Context: an optimization exercise on an open-source flow, tuned for small area. The choices shown serve that exercise and are no tape-out recipe. Only simulation tests tie the RTL to the original design; equivalence was not proved. Power figures rest on the tool's default switching activity, not on a simulated workload.

==> trial 89 <==
// gnp_bitio
module gnp_bitio (
    input  wire        clk,
    input  wire        rst,           
    input  wire        cmd_valid,
    output reg         cmd_ready,
    input  wire [31:0] cmd_data,
    output reg         rsp_valid,
    input  wire        rsp_ready,
    output reg  [31:0] rsp_data,
    output reg         rsp_last,
    output reg         mem_req,
    output reg         mem_we,
    output reg  [11:0] mem_addr,
    output reg  [31:0] mem_wdata,
    input  wire        mem_gnt,
    input  wire        mem_rvalid,
    input  wire [31:0] mem_rdata
);
export LEC_CHECK = 0
export ABC_AREA = 1
export CAP_MARGIN = 20
export CORE_MARGIN = 2
export CORE_UTILIZATION = 60
export GPL_TIMING_DRIVEN = 0
export SETUP_SLACK_MARGIN = 0.5
export SLEW_MARGIN = 20
create_clock -name core_clock -period 18.0 [get_ports {clk}]
standard.sh (not shown) runs the stock make flow with config.mk's settings and CLKGATE_MAP_FILE= SYNTH_SCRIPT=/design/flow/synth_recipe.tcl, a recipe that flattens the netlist after the stock synthesis.
==> flow/flow/run.sh <==
#!/bin/bash
# Standard ORFS layout (the standard.sh, standard synthesis unchanged) with
# these changes: synthesis buffers are removed at floorplan, port buffers use
# the smallest buffer cell, and CTS uses smaller clock buffers with larger
# sink clusters and no dummy loads. The make output goes to a log file in the
# work folder; ORFS keeps each step's log in orfs/logs.
set -euo pipefail
export REMOVE_ABC_BUFFERS=1
export BUFFER_PORTS_ARGS="-buffer_cell sky130_fd_sc_hd__buf_1"
export CTS_ARGS="-sink_clustering_enable -repair_clock_nets -dont_use_dummy_load -buf_list sky130_fd_sc_hd__clkbuf_8 -sink_clustering_size 20 -sink_clustering_max_diameter 60"
bash standard.sh finish > standard_flow.log 2>&1
==> trial 62 (differences from trial 89) <==
==> flow/run.sh (new file) <==
#!/bin/bash
# synth_recipe.tcl (not shown) runs the flow's synth.tcl, then flattens the netlist and writes it again
# the make line also repeats each setting of config.mk as NAME=value (left out here)
make -C /OpenROAD-flow-scripts/flow DESIGN_CONFIG=/design/flow/config.mk WORK_HOME=/design/flow/orfs CLKGATE_MAP_FILE= SYNTH_SCRIPT=/design/flow/synth_recipe.tcl finish
==> flow/config.mk (replaced) <==
export PLATFORM = sky130hd
export DESIGN_NAME = gnp_bitio
export DESIGN_NICKNAME = gnp_bitio
export VERILOG_FILES = /design/flow/design.v
export SDC_FILE = /design/flow/constraint.sdc
export NUM_CORES = 4
export LEC_CHECK = 0
export CAP_MARGIN = 20
export CORE_MARGIN = 2
export CORE_UTILIZATION = 30
export SETUP_SLACK_MARGIN = 0.5
export SLEW_MARGIN = 20
removed: flow/flow/run.sh
removed: flow/standard.sh
==> impl_metrics.yaml <==
run_status:
  status: "complete, no violations"
floorplanning:
  die_y_um: 218.8
sta:
  finalClockSkew_ns: 0.01695
  finalCriticalPeriod_ns: 10.93
layout:
  layout_commonest_cell: "edfxtp_1"
the above is filed under trial 62

==> impl_metrics.yaml <==
sta:
  finalCriticalPeriod_ns: 9.805
  finalClockSkew_ns: 0.05215
  hold_viol_final: 0
layout:
  layout_commonest_cell: "nand2_1"
run_status:
  status: "complete, no violations"
the above is filed under trial 89



==> willow <==
gnp_bitio, a different RTL version from the one above (not shown whole).
Settings: LEC_CHECK=0, ABC_AREA=1, CAP_MARGIN=20, CORE_MARGIN=2, CORE_UTILIZATION=30, CTS_BUF_LIST=sky130_fd_sc_hd__clkbuf_4, SETUP_SLACK_MARGIN=0.5, SLEW_MARGIN=20; clock period 18.0 ns.
run.sh (not shown) runs the stock make flow with config.mk's settings and CLKGATE_MAP_FILE= SYNTH_SCRIPT=/design/flow/synth_recipe.tcl, a recipe that flattens the netlist after the stock synthesis.
Stock flow here: none of the scripts above is used.
==> inputs of harbor, as changes to willow <==
--- a/flow/design.v
+++ b/flow/design.v
@@ -40,15 +40,14 @@
     localparam [4:0] S_IDLE = 5'd0, S_HCOPY = 5'd1, S_OPW = 5'd2, S_OPASS = 5'd3,
                      S_CHK = 5'd4, S_DEC = 5'd5, S_COMMIT = 5'd6, S_WSUB = 5'd7,
                      S_PUSH = 5'd8, S_STORE = 5'd9, S_BSET = 5'd10, S_BWAIT = 5'd11,
                      S_DEC4 = 5'd12, S_POP = 5'd13, S_RREQ = 5'd14, S_RWAIT = 5'd15,
                      S_LOAD = 5'd16, S_SEND = 5'd17;
     reg [4:0]  state;
     reg [4:0]  ph;
-    reg        run;           
     reg [3:0]  cls;
     reg [1:0]  opn;           
     reg [5:0]  k;             
     reg [5:0]  L;             
     reg [3:0]  ST;            
     reg        c;             
     reg        f1, f2, f3;    
@@ -94,18 +93,19 @@
     wire       rbit   = rsc[nrc[4:0]];
     wire       need;
     wire       popv   = need & rbit;
     wire       at0    = ph == 5'd0;
     wire       at31   = ph == 5'd31;
     wire       sync   = ph == k[4:0];
     wire       klast  = k == 6'd31;
+    wire       run    = k != 6'd0;
     wire       pgo    = run || (ph == ((cls == C_WINT && state == S_OPASS) ? wsb : 5'd0));
     reg  sx, sy, ssub;
     wire ss, sco;
-    gnp_bitmath u_add (.x(sx), .y(sy), .sub(ssub), .c(c), .s(ss), .co(sco));
+    gnp_bitmath u_add (.x(sx), .y(sy), .sub(ssub), .c(k == 6'd0 ? ssub : c), .s(ss), .co(sco));
     wire sneg = sx ^ ~sy ^ sco;       
     always @* begin
         sx = busbit; sy = B[0]; ssub = 1'b1;
         case (state)
             S_OPASS: begin
                 if (isnew) begin
                     sx = busbit; sy = (k >= 6'd2) & B[30]; ssub = 1'b0;
@@ -241,59 +241,53 @@
         CR2 <= {cr2_in, CR2[31:1]};
         wsc <= {wsc[0], wsc[31:1]};
         ic  <= ic_n;
         ib  <= ib_n;
         ph  <= ph + 5'd1;
         if (rst) begin
             state  <= S_IDLE;
-            run    <= 1'b0;
             ph     <= 5'd0;
             wbound <= 1'b0;
             rbound <= 1'b0;
         end else begin
             case (state)
             S_IDLE: if (cmd_valid) begin
                 cls <= dcls;
                 L   <= cmd_data[13:8];
                 opn <= 2'd0;
                 dat <= 1'b0;
-                run <= 1'b0;
                 k   <= 6'd0;
                 case (dcls)
                     C_WBYTES, C_RBYTES:                 state <= S_HCOPY;
                     C_POP, C_BREQ, C_WNEW, C_RNEW,
                     C_WINT, C_RINT, C_WBITS:            state <= S_OPW;
                     default:                            state <= S_CHK;
                 endcase
             end
             S_HCOPY: if (pgo) begin
                 B[31] <= busbit;
                 if (k >= 6'd8) f2 <= f2 | busbit;
                 if (k == 6'd8) f2 <= busbit;
-                run   <= !klast;
                 k     <= k + 6'd1;
                 if (klast) begin
                     k     <= 6'd0;
                     state <= S_CHK;
                 end
             end
             S_OPW: if (cmd_valid) begin
-                c   <= !isnew;
-                run <= 1'b0;
                 k   <= 6'd0;
                 if (isnew) begin
                     f1 <= 1'b0;
                     f2 <= 1'b0;
                     f3 <= 1'b0;
                 end
                 if (opn == 2'd2) f3 <= 1'b0;
                 state <= (cls == C_WBITS) ? S_CHK : S_OPASS;
             end
             S_OPASS: if (pgo) begin
-                run <= !klast;
                 k   <= k + 6'd1;
                 c   <= sco;
                 if (cls == C_POP) begin
                     L <= L + {5'd0, busbit};
                 end else if (isnew && opn == 2'd1) begin
                     A[31] <= busbit;
                     if (k < 6'd2) f3 <= f3 | busbit;
@@ -322,27 +316,25 @@
                         state <= S_OPW;
                 end
             end
             S_CHK: begin
                 if (!(isw || isr)) state <= S_DEC;
                 else if (run || cmp_start) begin
                     k   <= k + 6'd1;
-                    run <= !cmp_last;
                     if (!run) gt <= cx & ~cy;
                     else if (cx != cy) gt <= cx;
                     if (cmp_last) state <= S_DEC;
                 end else begin
                     k <= 6'd0;
                 end
             end
             S_DEC: begin
                 ST  <= code;
                 lst <= 1'b1;
                 k   <= 6'd0;
-                run <= 1'b0;
                 if (wlatch) wfault <= 1'b1;
                 state <= S_LOAD;
                 case (cls)
                     C_POP, C_BREQ, C_RBITS, C_RINT: lst <= !code_ok;
                     C_RBYTES: lst <= !code_ok || bzero;
                     C_WNEW, C_RNEW: if (code_ok) state <= S_COMMIT;
                     C_WBITS, C_WINT: if (code_ok) state <= S_WSUB;
@@ -357,15 +349,14 @@
                         f1 <= 1'b0;
                         if (code_ok && rpad != 3'd0) state <= S_POP;
                     end
                     default: ;
                 endcase
             end
             S_COMMIT: if (pgo) begin
-                run <= !klast;
                 k   <= k + 6'd1;
                 if (klast) begin
                     k <= 6'd0;
                     if (cls == C_WNEW) begin
                         wsb     <= 5'd0;
                         wfault  <= 1'b0;
                         wdesync <= 1'b0;
@@ -375,68 +366,58 @@
                         rbound  <= 1'b1;
                     end
                     state <= S_LOAD;
                 end
             end
             S_WSUB: if (run || ph == 5'd25) begin
                 k   <= k + 6'd1;
-                run <= !cmp_last;
                 if (cmp_last) begin
                     k   <= 6'd0;
-                    run <= 1'b0;
                     state <= (cls == C_WBYTES) ? S_BSET : S_PUSH;
                 end
             end else k <= 6'd0;
             S_PUSH: begin
                 if (need) begin
                     if (ph == wsb) begin
                         wsc[31] <= (cls == C_WINT) ? A[0] :
                                    (cls == C_WBITS || cls == C_WBYTES) ? busbit : 1'b0;
                         wsb <= wsb + 5'd1;
                         k   <= k + 6'd1;
                         if (wsb == 5'd31) state <= S_STORE;
                     end
                 end else begin
                     k   <= 6'd0;
-                    run <= 1'b0;
                     if (cls == C_WFLUSH) wdesync <= 1'b1;
-                    c   <= 1'b1;
                     state <= (cls == C_WBYTES) ? S_DEC4 : S_LOAD;
                 end
             end
             S_STORE: if (g0) state <= S_PUSH;
             S_BSET: if (at0) begin
                 L   <= (B[31:10] != 22'd0) ? 6'd32 : {1'b0, B[9:8], 3'd0};
                 lst <= (B[31:11] == 21'd0) && (B[10:8] <= 3'd4);
                 k   <= 6'd0;
-                c   <= 1'b0;
                 state <= (cls == C_WBYTES) ? S_BWAIT : S_POP;
             end
             S_BWAIT: if (cmd_valid) begin
                 k   <= 6'd0;
-                c   <= 1'b1;
-                run <= 1'b0;
                 state <= (ST == ST_OK) ? S_PUSH : S_DEC4;
             end
             S_DEC4: if (pgo) begin
                 B[31] <= ss;
                 c     <= sco;
-                run   <= !klast;
                 k     <= k + 6'd1;
                 if (klast) begin
                     k <= 6'd0;
                     if (cls == C_RBYTES) state <= S_SEND;
                     else                 state <= lst ? S_LOAD : S_BSET;
                 end
             end
             S_POP: begin
                 if (k[5]) begin
                     k   <= 6'd0;
-                    c   <= 1'b1;
-                    run <= 1'b0;
                     if (cls == C_RALIGN) begin
                         ST    <= f1 ? ST_PADNZ : ST_OK;
                         state <= S_LOAD;
                     end else if (cls == C_RBYTES) begin
                         state <= S_DEC4;
                     end else begin
                         state <= S_SEND;
@@ -457,26 +438,23 @@
             S_RWAIT: if (mem_rvalid) begin
                 rsc   <= mem_rdata;
                 rcnt  <= 6'd32;
                 state <= S_POP;
             end
             S_LOAD: if (pgo) begin
                 A[31] <= (k < 6'd6) ? lv[k[2:0]] : 1'b0;
-                run   <= !klast;
                 k     <= k + 6'd1;
                 if (klast) begin
                     k     <= 6'd0;
                     state <= S_SEND;
                 end
             end
             S_SEND: if (at0 && rsp_ready) begin
                 k   <= 6'd0;
-                c   <= 1'b0;
                 dat <= 1'b1;
-                run <= 1'b0;
                 if (lst) state <= S_IDLE;
                 else begin
                     lst <= 1'b1;
                     case (cls)
                         C_POP, C_BREQ: state <= S_LOAD;
                         C_RBYTES:      state <= S_BSET;
                         default:       state <= S_POP;
==> flow/flow/run.sh (new file) <==
#!/bin/bash
# Standard ORFS layout (the standard.sh, standard synthesis unchanged) with
# these changes: synthesis buffers are removed at floorplan, port buffers use
# the smallest buffer cell, and CTS uses smaller clock buffers with larger
# sink clusters and no dummy loads. The make output goes to a log file in the
# work folder; ORFS keeps each step's log in orfs/logs.
set -euo pipefail
export REMOVE_ABC_BUFFERS=1
export BUFFER_PORTS_ARGS="-buffer_cell sky130_fd_sc_hd__buf_1"
export CTS_ARGS="-sink_clustering_enable -repair_clock_nets -dont_use_dummy_load -buf_list sky130_fd_sc_hd__clkbuf_8 -sink_clustering_size 16 -sink_clustering_max_diameter 60"
bash standard.sh finish > standard_flow.log 2>&1
==> flow/standard.sh (new file) <==
#!/bin/bash
# synth_recipe.tcl (not shown) runs the flow's synth.tcl, then flattens the netlist and writes it again
# the make line also repeats each setting of config.mk as NAME=value (left out here)
make -C /OpenROAD-flow-scripts/flow DESIGN_CONFIG=/design/flow/config.mk WORK_HOME=/design/flow/orfs CLKGATE_MAP_FILE= SYNTH_SCRIPT=/design/flow/synth_recipe.tcl "${@:-finish}"
Settings changed: CORE_UTILIZATION 30 to 60, CTS_BUF_LIST sky130_fd_sc_hd__clkbuf_4 to not set, GPL_TIMING_DRIVEN set to 0.
removed: flow/run.sh
==> summary.md <==
| Metric | Value |
|---|---|
| Non-clock buffers | 158 |
| Chip Height | 201.4 um |
| Comb pwr | 393 uW |
| XOR/XNOR Fraction of Synth Area | 0.009736 |
| Status | finished clean |
| GPL Wtd Cong | 1.016 |
| Setup ws final | 7.668 ns |
| Clk pin slew, worst setup/hold paths | 0.06 ns |
| H-tree Lvls | 3 |
| R2R Path End | L[3] |
| R2R Setup Slk | 12.37 ns |
| Final Hold Slack | 0.3047 ns |
| Register Area | 5725 um^2 |
-- figures above: willow

==> summary.md <==
| Metric | Value |
|---|---|
| Status | finished clean |
| GPL Wtd Cong | 1.031 |
| Setup TNS | 0 ns |
| Setup ws final | 8.707 ns |
| Final Hold Slack | 0.3217 ns |
| Chip Height | 143.0 um |
| Met1 WL | 14250 um |
| XOR/XNOR Fraction of Synth Area | 0.01285 |
| Met1 Usage GRT | 0.4619 |
| Clk pin slew, worst setup/hold paths | 0.09 ns |
| Non-clock buffers | 154 |
| Peak VDD IR | 0.0001000 V |
| R2R Setup Slk | 12.74 ns |
| H-tree Lvls | 1 |
| R2R Path End | L[0] |
-- figures above: harbor



==> inputs of job 4863 <==
gnp_bitio again, from the RTL that the note above started with.
export LEC_CHECK = 0
export ABC_AREA = 1
export CAP_MARGIN = 20
export CORE_MARGIN = 2
export CORE_UTILIZATION = 30
export SETUP_SLACK_MARGIN = 0.5
export SLEW_MARGIN = 20
create_clock -name core_clock -period 18.0 [get_ports {clk}]
standard.sh (not shown) runs the stock make flow with config.mk's settings and CLKGATE_MAP_FILE= SYNTH_SCRIPT=/design/flow/synth_recipe.tcl, a recipe that flattens the netlist after the stock synthesis.
==> flow/flow/run.sh <==
#!/bin/bash
# Standard ORFS layout (the standard.sh, standard synthesis unchanged) with
# these changes: port buffers use the smallest buffer cell, and CTS uses
# smaller clock buffers with larger sink clusters and no dummy loads. The make
# output goes to a log file in the work folder; ORFS keeps each step's log in
# orfs/logs.
set -euo pipefail
export BUFFER_PORTS_ARGS="-buffer_cell sky130_fd_sc_hd__buf_1"
export CTS_ARGS="-sink_clustering_enable -repair_clock_nets -dont_use_dummy_load -buf_list sky130_fd_sc_hd__clkbuf_8 -sink_clustering_size 10 -sink_clustering_max_diameter 60"
bash standard.sh finish > standard_flow.log 2>&1
==> job 2956 (differences from job 4863) <==
==> flow/flow/run.sh (replaced) <==
#!/bin/bash
# Standard ORFS layout (the standard.sh, standard synthesis unchanged) with
# these changes: synthesis buffers are removed at floorplan, port buffers use
# the smallest buffer cell, and CTS uses smaller clock buffers with larger
# sink clusters and no dummy loads. The make output goes to a log file in the
# work folder; ORFS keeps each step's log in orfs/logs.
set -euo pipefail
export REMOVE_ABC_BUFFERS=1
export BUFFER_PORTS_ARGS="-buffer_cell sky130_fd_sc_hd__buf_1"
export CTS_ARGS="-sink_clustering_enable -repair_clock_nets -dont_use_dummy_load -buf_list sky130_fd_sc_hd__clkbuf_8 -sink_clustering_size 16 -sink_clustering_max_diameter 60"
bash standard.sh finish > standard_flow.log 2>&1
Settings changed: CORE_UTILIZATION 30 to 60, GPL_TIMING_DRIVEN from default to 0.
==> job 8912 (differences from job 4863) <==
--- a/flow/design.v
+++ b/flow/design.v
@@ -85,48 +85,45 @@
             default: dcls = C_ILL;
         endcase
     end
     wire isnew  = (cls == C_WNEW) || (cls == C_RNEW);
     wire isw    = (cls == C_WBITS) || (cls == C_WINT) || (cls == C_WALIGN) || (cls == C_WBYTES);
     wire isr    = (cls == C_RBITS) || (cls == C_RINT) || (cls == C_RALIGN) || (cls == C_RBYTES);
     wire isby   = (cls == C_WBYTES) || (cls == C_RBYTES);
-    wire       busbit = cmd_data[k[4:0]];
+    wire       busbit = cmd_data[ph];
     wire [5:0] nrc    = 6'd0 - rcnt;
     wire       rbit   = rsc[nrc[4:0]];
-    wire       need;
+    wire       need   = k < L;
     wire       popv   = need & rbit;
     wire       at0    = ph == 5'd0;
     wire       at31   = ph == 5'd31;
     wire       sync   = ph == k[4:0];
-    wire       klast  = k == 6'd31;
-    wire       pgo    = run || (ph == ((cls == C_WINT && state == S_OPASS) ? wsb : 5'd0));
     reg  sx, sy, ssub;
     wire ss, sco;
     gnp_bitmath u_add (.x(sx), .y(sy), .sub(ssub), .c(c), .s(ss), .co(sco));
     wire sneg = sx ^ ~sy ^ sco;       
     always @* begin
         sx = busbit; sy = B[0]; ssub = 1'b1;
         case (state)
             S_OPASS: begin
                 if (isnew) begin
-                    sx = busbit; sy = (k >= 6'd2) & B[30]; ssub = 1'b0;
+                    sx = busbit; sy = (ph >= 5'd2) & B[30]; ssub = 1'b0;
                 end else if (cls == C_WINT && opn == 2'd1) begin
                     sx = A[0]; sy = busbit; ssub = 1'b1;
                 end
             end
             S_POP:  begin sx = popv; sy = B[0]; ssub = 1'b0; end
-            S_DEC4: begin sx = B[0]; sy = (k == 6'd10); ssub = 1'b1; end
+            S_DEC4: begin sx = B[0]; sy = (ph == 5'd10); ssub = 1'b1; end
             default: ;
         endcase
     end
     wire [2:0] wpad = 3'd0 - wsb[2:0];
     wire [2:0] rpad = rcnt[2:0];
     wire [5:0] cl   = (cls == C_WALIGN) ? {3'd0, wpad} :
                       (cls == C_RALIGN) ? {3'd0, rpad} : L;
-    assign need = (cls == C_WFLUSH) ? (wsb != 5'd0) : (k < L);
     reg        cx, cy;
     always @* begin
         if (isby) cx = (k >= 6'd3) && (isw ? B[12] : B[30]);
         else      cx = (k < 6'd6) && cl[k[2:0]];
         if (k >= 6'd18)              cy = 1'b0;
         else if (isr && k < 6'd5)    cy = rcnt[k[2:0]];
         else                         cy = CR2[0];
@@ -215,16 +212,16 @@
         end
     end
     wire [5:0] lv = dat ? L : {2'b0, ST};
     always @* begin
         cmd_ready = 1'b0;
         case (state)
             S_IDLE:  cmd_ready = (dcls != C_WBYTES) && (dcls != C_RBYTES);
-            S_HCOPY: cmd_ready = pgo && klast;
-            S_OPASS: cmd_ready = pgo && klast;
+            S_HCOPY: cmd_ready = (run || at0) && at31;
+            S_OPASS: cmd_ready = (run || at0) && at31;
             S_DEC:   cmd_ready = (cls == C_WBITS) && !code_ok;
             S_PUSH:  cmd_ready = !need && (cls == C_WBITS || cls == C_WBYTES);
             S_BWAIT: cmd_ready = (ST != ST_OK);
             default: cmd_ready = 1'b0;
         endcase
         rsp_valid = (state == S_SEND) && at0;
         rsp_data  = A;
@@ -235,15 +232,14 @@
         mem_wdata = wsc;
     end
     always @(posedge clk) begin
         A   <= {A[0], A[31:1]};
         B   <= {B[0], B[31:1]};
         CR1 <= {cr1_in, CR1[31:1]};
         CR2 <= {cr2_in, CR2[31:1]};
-        wsc <= {wsc[0], wsc[31:1]};
         ic  <= ic_n;
         ib  <= ib_n;
         ph  <= ph + 5'd1;
         if (rst) begin
             state  <= S_IDLE;
             run    <= 1'b0;
             ph     <= 5'd0;
@@ -253,72 +249,65 @@
             case (state)
             S_IDLE: if (cmd_valid) begin
                 cls <= dcls;
                 L   <= cmd_data[13:8];
                 opn <= 2'd0;
                 dat <= 1'b0;
                 run <= 1'b0;
-                k   <= 6'd0;
                 case (dcls)
                     C_WBYTES, C_RBYTES:                 state <= S_HCOPY;
                     C_POP, C_BREQ, C_WNEW, C_RNEW,
                     C_WINT, C_RINT, C_WBITS:            state <= S_OPW;
                     default:                            state <= S_CHK;
                 endcase
             end
-            S_HCOPY: if (pgo) begin
+            S_HCOPY: if (run || at0) begin
                 B[31] <= busbit;
-                if (k >= 6'd8) f2 <= f2 | busbit;
-                if (k == 6'd8) f2 <= busbit;
-                run   <= !klast;
-                k     <= k + 6'd1;
-                if (klast) begin
-                    k     <= 6'd0;
-                    state <= S_CHK;
-                end
+                if (at0) f2 <= 1'b0;
+                else if (ph >= 5'd8) f2 <= f2 | busbit;
+                if (ph == 5'd8) f2 <= busbit;
+                run   <= !at31;
+                if (at31) state <= S_CHK;
             end
             S_OPW: if (cmd_valid) begin
                 c   <= !isnew;
                 run <= 1'b0;
-                k   <= 6'd0;
                 if (isnew) begin
                     f1 <= 1'b0;
                     f2 <= 1'b0;
                     f3 <= 1'b0;
                 end
                 if (opn == 2'd2) f3 <= 1'b0;
                 state <= (cls == C_WBITS) ? S_CHK : S_OPASS;
             end
-            S_OPASS: if (pgo) begin
-                run <= !klast;
-                k   <= k + 6'd1;
+            S_OPASS: if (run || at0) begin
+                run <= !at31;
                 c   <= sco;
                 if (cls == C_POP) begin
                     L <= L + {5'd0, busbit};
                 end else if (isnew && opn == 2'd1) begin
                     A[31] <= busbit;
-                    if (k < 6'd2) f3 <= f3 | busbit;
-                    if (k < 6'd14) f2 <= f2 | ss;
-                    if (k == 6'd14) f1 <= f1 | (ss & f2);
-                    if (k > 6'd14) f1 <= f1 | ss;
-                    if (klast) f1 <= f1 | ss | sco | B[31] | B[0];
+                    if (ph < 5'd2) f3 <= f3 | busbit;
+                    if (ph < 5'd14) f2 <= f2 | ss;
+                    if (ph == 5'd14) f1 <= f1 | (ss & f2);
+                    if (ph > 5'd14) f1 <= f1 | ss;
+                    if (at31) f1 <= f1 | ss | sco | B[31] | B[0];
                 end else if (opn == 2'd0) begin
                     if (cls == C_WINT) A[31] <= busbit;
                     else               B[31] <= busbit;
                 end else if (cls == C_WINT && opn == 2'd1) begin
                     A[31] <= ss;
                     B[31] <= busbit;
-                    if (klast) f1 <= !sneg;
+                    if (at31) f1 <= !sneg;
                 end else begin
-                    if (ss) L <= k + 6'd1;
-                    if (klast) f2 <= sneg;
+                    if (ss) L <= {1'b0, ph} + 6'd1;
+                    if (at31) f2 <= sneg;
                     if (cls == C_WINT && A[0] != ss) f3 <= A[0];
                 end
-                if (klast) begin
-                    k   <= 6'd0;
+                if (at31) begin
                     opn <= opn + 2'd1;
                     if (opn + 2'd1 == ((cls == C_WINT) ? 2'd3 : (cls == C_POP) ? 2'd1 : 2'd2))
                         state <= S_CHK;
                     else
                         state <= S_OPW;
                 end
             end
@@ -346,29 +335,30 @@
                     C_RBYTES: lst <= !code_ok || bzero;
                     C_WNEW, C_RNEW: if (code_ok) state <= S_COMMIT;
                     C_WBITS, C_WINT: if (code_ok) state <= S_WSUB;
                     C_WALIGN: begin
                         L <= {3'd0, wpad};
                         if (code_ok && wpad != 3'd0) state <= S_WSUB;
                     end
-                    C_WFLUSH: if (code_ok && wsb != 5'd0) state <= S_PUSH;
+                    C_WFLUSH: begin
+                        L <= 6'd32 - {1'b0, wsb};
+                        if (code_ok && wsb != 5'd0) state <= S_WSUB;
+                    end
                     C_WBYTES: if (!bzero) state <= (code_ok ? S_WSUB : S_BSET);
                     C_RALIGN: begin
                         L  <= {3'd0, rpad};
                         f1 <= 1'b0;
                         if (code_ok && rpad != 3'd0) state <= S_POP;
                     end
                     default: ;
                 endcase
             end
-            S_COMMIT: if (pgo) begin
-                run <= !klast;
-                k   <= k + 6'd1;
-                if (klast) begin
-                    k <= 6'd0;
+            S_COMMIT: if (run || at0) begin
+                run <= !at31;
+                if (at31) begin
                     if (cls == C_WNEW) begin
                         wsb     <= 5'd0;
                         wfault  <= 1'b0;
                         wdesync <= 1'b0;
                         wbound  <= 1'b1;
                     end else begin
                         rcnt    <= 6'd0;
@@ -384,17 +374,18 @@
                     k   <= 6'd0;
                     run <= 1'b0;
                     state <= (cls == C_WBYTES) ? S_BSET : S_PUSH;
                 end
             end else k <= 6'd0;
             S_PUSH: begin
                 if (need) begin
-                    if (ph == wsb) begin
-                        wsc[31] <= (cls == C_WINT) ? A[0] :
-                                   (cls == C_WBITS || cls == C_WBYTES) ? busbit : 1'b0;
+                    if (sync) begin
+                        wsc <= {(cls == C_WINT) ? A[0] :
+                                (cls == C_WBITS || cls == C_WBYTES) ? busbit : 1'b0,
+                                wsc[31:1]};
                         wsb <= wsb + 5'd1;
                         k   <= k + 6'd1;
                         if (wsb == 5'd31) state <= S_STORE;
                     end
                 end else begin
                     k   <= 6'd0;
                     run <= 1'b0;
@@ -413,20 +404,19 @@
             end
             S_BWAIT: if (cmd_valid) begin
                 k   <= 6'd0;
                 c   <= 1'b1;
                 run <= 1'b0;
                 state <= (ST == ST_OK) ? S_PUSH : S_DEC4;
             end
-            S_DEC4: if (pgo) begin
+            S_DEC4: if (run || at0) begin
                 B[31] <= ss;
                 c     <= sco;
-                run   <= !klast;
-                k     <= k + 6'd1;
-                if (klast) begin
+                run   <= !at31;
+                if (at31) begin
                     k <= 6'd0;
                     if (cls == C_RBYTES) state <= S_SEND;
                     else                 state <= lst ? S_LOAD : S_BSET;
                 end
             end
             S_POP: begin
                 if (k[5]) begin
@@ -455,22 +445,18 @@
             end
             S_RREQ: if (g12) state <= S_RWAIT;
             S_RWAIT: if (mem_rvalid) begin
                 rsc   <= mem_rdata;
                 rcnt  <= 6'd32;
                 state <= S_POP;
             end
-            S_LOAD: if (pgo) begin
-                A[31] <= (k < 6'd6) ? lv[k[2:0]] : 1'b0;
-                run   <= !klast;
-                k     <= k + 6'd1;
-                if (klast) begin
-                    k     <= 6'd0;
-                    state <= S_SEND;
-                end
+            S_LOAD: if (run || at0) begin
+                A[31] <= (ph < 5'd6) ? lv[ph[2:0]] : 1'b0;
+                run   <= !at31;
+                if (at31) state <= S_SEND;
             end
             S_SEND: if (at0 && rsp_ready) begin
                 k   <= 6'd0;
                 c   <= 1'b0;
                 dat <= 1'b1;
                 run <= 1'b0;
                 if (lst) state <= S_IDLE;
==> flow/run.sh (new file) <==
#!/bin/bash
# synth_recipe.tcl (not shown) runs the flow's synth.tcl, then flattens the netlist and writes it again
# the make line also repeats each setting of config.mk as NAME=value (left out here)
make -C /OpenROAD-flow-scripts/flow DESIGN_CONFIG=/design/flow/config.mk WORK_HOME=/design/flow/orfs CLKGATE_MAP_FILE= SYNTH_SCRIPT=/design/flow/synth_recipe.tcl finish
Settings changed: ABC_AREA 1 to default.
removed: flow/flow/run.sh
removed: flow/standard.sh
==> job 421 (differences from job 4863) <==
==> flow/flow/run.sh (replaced) <==
#!/bin/bash
# Standard ORFS layout (the standard.sh, standard synthesis unchanged) with
# these changes: synthesis buffers are removed at floorplan, port buffers use
# the smallest buffer cell, and CTS inserts no dummy loads. The make output
# goes to a log file in the work folder; ORFS keeps each step's log in orfs/logs.
set -euo pipefail
export REMOVE_ABC_BUFFERS=1
export BUFFER_PORTS_ARGS="-buffer_cell sky130_fd_sc_hd__buf_1"
export CTS_ARGS="-sink_clustering_enable -repair_clock_nets -dont_use_dummy_load"
bash standard.sh finish > standard_flow.log 2>&1
Settings changed: CTS_BUF_LIST from default to sky130_fd_sc_hd__clkbuf_4, GPL_TIMING_DRIVEN from default to 0.
==> notes <==
In job 4863 the die area is smaller than in job 8912, by about 6%.
The highest global-route usage belongs to job 2956, the lowest to job 8912.
Against job 2956, the sequential share of layout area of job 421 is lower by 2.2 points.
Critical path depth, highest first: job 2956, job 421, job 4863, job 8912.
==> figures <==
End-of-flow core utilization: job 4863 0.343; job 421 0.348; job 2956 0.662; job 8912 0.375
Ratio of cells with drive above 1 in the final layout: job 4863 0.0660; job 421 0.0608; job 2956 0.0578; job 8912 0.0937
Number of unique standard cell types used by synthesis: job 4863 63; job 421 63; job 2956 63; job 8912 100
Clock latency reported for the late side of the worst-skew pair: job 4863 590 ps; job 421 520 ps; job 2956 550 ps; job 8912 580 ps
Total global routing track utilization: job 4863 0.188; job 421 0.189; job 2956 0.328; job 8912 0.186
Clock buffers created by TritonCTS: job 4863 31; job 421 25; job 2956 21; job 8912 28
Slew of the pin with the lowest slew margin: job 4863 901 ps; job 421 1030 ps; job 2956 1120 ps; job 8912 1050 ps
Synthesized-area fraction occupied by ao, oa, aoi and oai cells: job 4863 0.126; job 421 0.126; job 2956 0.126; job 8912 0.158
Status: job 4863 complete, no violations; job 421 complete, no violations; job 2956 complete, no violations; job 8912 complete, no violations
First-pass detailed-route iteration total: job 4863 6; job 421 7; job 2956 6; job 8912 14

-- port drivers added, routing unchanged --
The results above use ideal ports. As a check the final layouts listed here were re-extracted and re-timed, cells and wires unchanged. Step 1, drivers: a clkbuf_16 drives clk and a buf_2 each remaining input, both assumed. Step 2, shift: input delay + t, output delay - t, t = (earliest + latest rising clock arrival at the registers) / 2. This alone moves slack from input paths to output paths. Slacks: ideal ports / drivers / drivers and shift; pairs: ideal ports / drivers.
| run | shift t [ns] | setup WS [ns] | worst setup path after step 2 | clock arrival spread, ns | worst register clock-pin slew, ns |
|---|---|---|---|---|---|
| trial 89 | 0.579 | 8.195 / 8.164 / 8.164 | input to output | 0.052 / 0.052 | 0.12 / 0.12 |
| trial 62 | 0.609 | 7.074 / 7.053 / 7.053 | input to output | 0.017 / 0.017 | 0.06 / 0.06 |
| willow | 0.709 | 7.668 / 7.644 / 7.644 | input to output | 0.047 / 0.048 | 0.07 / 0.07 |
| harbor | 0.569 | 8.707 / 8.686 / 8.686 | input to output | 0.034 / 0.034 | 0.10 / 0.10 |
| job 4863 | 0.612 | 8.377 / 8.350 / 8.350 | input to output | 0.044 / 0.044 | 0.08 / 0.08 |
| job 2956 | 0.566 | 8.372 / 8.352 / 8.352 | input to output | 0.066 / 0.066 | 0.10 / 0.10 |
| job 8912 | 0.615 | 7.401 / 7.377 / 7.377 | input to output | 0.031 / 0.031 | 0.07 / 0.07 |
| job 421 | 0.563 | 8.294 / 8.250 / 8.250 | input to output | 0.018 / 0.018 | 0.06 / 0.06 |
After both steps every run listed still meets setup and hold. For job 421, which loses most, drivers alone change the setup slack by -0.044 ns; drivers and shift together by -0.044 ns.
